Source: an optimization exercise on an open RTL-to-GDS flow (aim: small area, a short achievable clock period and few clock cycles per item). Production flows keep margins and buffers that such runs may drop. In this exercise RTL edits were held to simulation tests only and were not proved equivalent to the original.

// swg_gen
module swg_gen (
    input  wire        clk,
    input  wire        rst,
    input  wire        start,
    input  wire [63:0] phase,
    input  wire [63:0] phase_step,
    input  wire [63:0] amplitude,
    input  wire [15:0] count,
    output wire        ready,
    output reg         sample_valid,
    output reg  [63:0] sample
);
    reg        rdy;              
    reg [15:0] left;             
    reg [10:0] ph_e;  reg [51:0] ph_m;
    reg [10:0] am_e;
    reg [26:0] bo_one, bo_two, bo_neg;    
    reg        stz;              
    reg        iz;               
    reg [68:0] pn;               
    reg [68:0] mn;               
    reg [10:0] qe;               
    wire r_last_out;
    assign ready = rdy;
    wire accept  = start & rdy;
    wire issuing = (left != 16'd0);
    wire [69:0] pn_sum = {1'b0, pn} + {1'b0, mn};
    wire        acc_q  = accept;
    wire [62:0] ph_in  = phase[62:0];
    wire [62:0] st_in  = phase_step[62:0];
    wire [62:0] am_in  = amplitude[62:0];
    wire [15:0] cnt_in = count;
    wire [54:0] am_ext = {1'b0, 1'b1, am_in[51:0], 1'b0};
    reg  [26:0] bd_one, bd_two, bd_neg;
    integer bj;
    always @* begin
        for (bj = 0; bj < 27; bj = bj + 1) begin
            bd_one[bj] = am_ext[2*bj+1] ^ am_ext[2*bj];
            bd_two[bj] = (am_ext[2*bj+2] & ~am_ext[2*bj+1] & ~am_ext[2*bj]) |
                         (~am_ext[2*bj+2] & am_ext[2*bj+1] & am_ext[2*bj]);
            bd_neg[bj] = am_ext[2*bj+2];
        end
    end
    always @(posedge clk) begin
        if (rst) begin
            rdy   <= 1'b1;
            left  <= 16'd0;
        end else begin
            if (accept) begin
                left <= cnt_in;
                rdy  <= (cnt_in == 16'd0);
            end else begin
                if (issuing)
                    left <= left - 16'd1;
                if (r_last_out)
                    rdy <= 1'b1;
            end
        end
    end
    always @(posedge clk) begin
        if (acc_q) begin
            ph_e   <= ph_in[62:52];
            ph_m   <= ph_in[51:0];
            am_e   <= am_in[62:52];
  ...
==> flow/config.mk <==
export PLATFORM = sky130hd
export DESIGN_NAME = swg_gen
export DESIGN_NICKNAME = swg_gen
export VERILOG_FILES = /design/flow/design.v
export SDC_FILE = /design/flow/constraint.sdc
export NUM_CORES = 8
export LEC_CHECK = 0
export CAP_MARGIN = 30
export CORE_MARGIN = 2
export CORE_UTILIZATION = 55
export CTS_CLUSTER_DIAMETER = 60
export CTS_CLUSTER_SIZE = 24
export PLACE_DENSITY = 0.7
export SLEW_MARGIN = 20
export SYNTH_MEMORY_MAX_BITS = 16384
==> flow/constraint.sdc <==
create_clock -name core_clock -period 20.0 [get_ports {clk}]
set_input_delay 4.0000 -clock core_clock [delete_from_list [all_inputs] [get_ports {clk}]]
set_output_delay 4.0000 -clock core_clock [all_outputs]
set_load 0.01 [all_outputs]
standard.sh (not shown) runs the stock make flow with config.mk's settings and CLKGATE_MAP_FILE= SYNTH_SCRIPT=/design/flow/synth_recipe.tcl, a recipe that flattens the netlist after the stock synthesis.
==> flow/flow/run.sh <==
#!/bin/bash
# Standard ORFS layout (the standard.sh, standard synthesis unchanged), with the
# resizer asked to keep more setup slack than the 20 ns constraint needs, so that it
# sizes and buffers the logic for a shorter achieved period.
set -euo pipefail
bash standard.sh SETUP_SLACK_MARGIN=14.5 finish > flow_make.log 2>&1
The baseline completed and failed the layout checks on antenna rules.
Testbench counts at the start, summed over its fixed seeds: cycles 25,696, items 24,000.
Next try:
--- a/flow/flow/run.sh
+++ b/flow/flow/run.sh
@@ -5,2 +5,2 @@
 set -euo pipefail
-bash standard.sh SETUP_SLACK_MARGIN=14.5 finish > flow_make.log 2>&1
+bash standard.sh SETUP_SLACK_MARGIN=14.3 finish > flow_make.log 2>&1
CTS_CLUSTER_DIAMETER = not set   (was 60)
CTS_CLUSTER_SIZE = not set   (was 24)
Result: With this change the flow ran to the end with no violations. Clock skew rose by 0.0046 ns. Global-route usage is higher by 0.51 points. Cell area rises by 0.90%. Area after synthesis stays the same. Maximum frequency decreases by 6.2%.


swg_gen, a different RTL version from the one above (not shown whole).
For scale: about 68000 cells after synthesis, roughly 280 I/O pins, roughly 0.58 mm² of cells after synthesis.
clock: 20.0 ns
lec_check: 0
cap_margin: 20
core_margin: 2
core_utilization: 40
place_density: 0.6
slew_margin: 20
synth_memory_max_bits: 16384
run.sh (not shown) runs the stock make flow with config.mk's settings and CLKGATE_MAP_FILE= SYNTH_SCRIPT=/design/flow/synth_recipe.tcl, a recipe that flattens the netlist after the stock synthesis.
Stock flow here: none of the scripts above is used.
The baseline ran to the end with no violations.
Testbench counts at the start, summed over its fixed seeds: cycles 25,240, items 24,000.
Then changed:
SYNTH_MEMORY_MAX_BITS = unset   (was 16384)
With this change the flow never finished: it broke off in synthesis (1_2_yosys).


harbor:
Another version of the RTL of swg_gen (not shown whole).
Size: ~9800 flip-flops, ~280 I/O pins.
## swg_gen
module swg_gen (
    input  wire        clk,
    input  wire        rst,
    input  wire        start,
    input  wire [63:0] phase,
    input  wire [63:0] phase_step,
    input  wire [63:0] amplitude,
    input  wire [15:0] count,
    output wire        ready,
    output reg         sample_valid,
    output reg  [63:0] sample
);
clock: 20.0 ns
lec_check: 0
cap_margin: 20
core_margin: 2
core_utilization: 40
place_density: 0.6
slew_margin: 20
synth_memory_max_bits: 16384
standard.sh (not shown) runs the stock make flow with config.mk's settings and CLKGATE_MAP_FILE= SYNTH_SCRIPT=/design/flow/synth_recipe.tcl, a recipe that flattens the netlist after the stock synthesis.
==> flow/flow/run.sh <==
#!/bin/bash
# Standard ORFS layout (the standard.sh, standard synthesis unchanged), with the
# resizer asked to keep more setup slack than the 20 ns constraint needs, so that it
# sizes and buffers the logic for a shorter achieved period.
set -euo pipefail
bash standard.sh SETUP_SLACK_MARGIN=13.5 finish > flow_make.log 2>&1
Testbench counts of harbor, summed over its fixed seeds: cycles 25,696, items 24,000.
The following lists how pepper was set up differently from harbor:
==> flow/run.sh (new file) <==
#!/bin/bash
# synth_recipe.tcl (not shown) runs the flow's synth.tcl, then flattens the netlist and writes it again
# the make line also repeats each setting of config.mk as NAME=value (left out here)
make -C /OpenROAD-flow-scripts/flow DESIGN_CONFIG=/design/flow/config.mk WORK_HOME=/design/flow/orfs CLKGATE_MAP_FILE= SYNTH_SCRIPT=/design/flow/synth_recipe.tcl finish
removed: flow/flow/run.sh
removed: flow/standard.sh
Findings:
pepper finished every step from synthesis to the final layout, and the layout passed the timing, DRC and antenna checks. The number of clock buffers in the layout was comparable across pepper and harbor. First-pass GRT wire length across pepper and harbor: no real change. Compared with harbor, in pepper maximum number of pins on one net before global-route repair shows an increase of 29%; global-route usage shows no meaningful change. [pepper] worst-case setup slack after placement rose 0.28 ns relative to harbor. pepper vs harbor — insertion delay to the later sink of the worst-skew pair dropped 0.04 ns. Part of the cycle the worst path needs in pepper is 6.3 points higher than in harbor. Comparing pepper and harbor, the higher met3 layer wire length in the routed design is on harbor. The run with more routed wire is harbor, not pepper.

-- port drivers added, routing unchanged --
No port has a modelled driver above. Below, the same layouts with a new extraction and two added sets of constraints. Step 1 sets driving cells, clkbuf_16 on the clock port and buf_2 on the other inputs (assumed; they add their load-dependent delay and slew). Step 2 also shifts input and output timing later by t, the mid clock arrival at the registers, as if the neighbouring blocks saw the same clock. Slacks: ideal ports / drivers / drivers and shift; pairs: ideal ports / drivers.
run | shift t [ns] | setup WS [ns] | worst data-port slew with drivers (ns)
the first run of note 1 | 1.361 | 14.200 / 14.141 / 13.311 | 0.15
the second run of note 1 | 1.410 | 13.819 / 13.819 / 13.116 | 0.17
the first run of note 2 | 1.357 | 6.365 / 6.365 / 6.365 | 0.42
harbor | 1.435 | 13.574 / 13.574 / 12.415 | 0.42
pepper | 1.405 | 12.307 / 12.307 / 12.307 | 0.44
The setup slack of harbor, which loses most, moves by 0.000 ns with the drivers and by -1.159 ns with both steps.
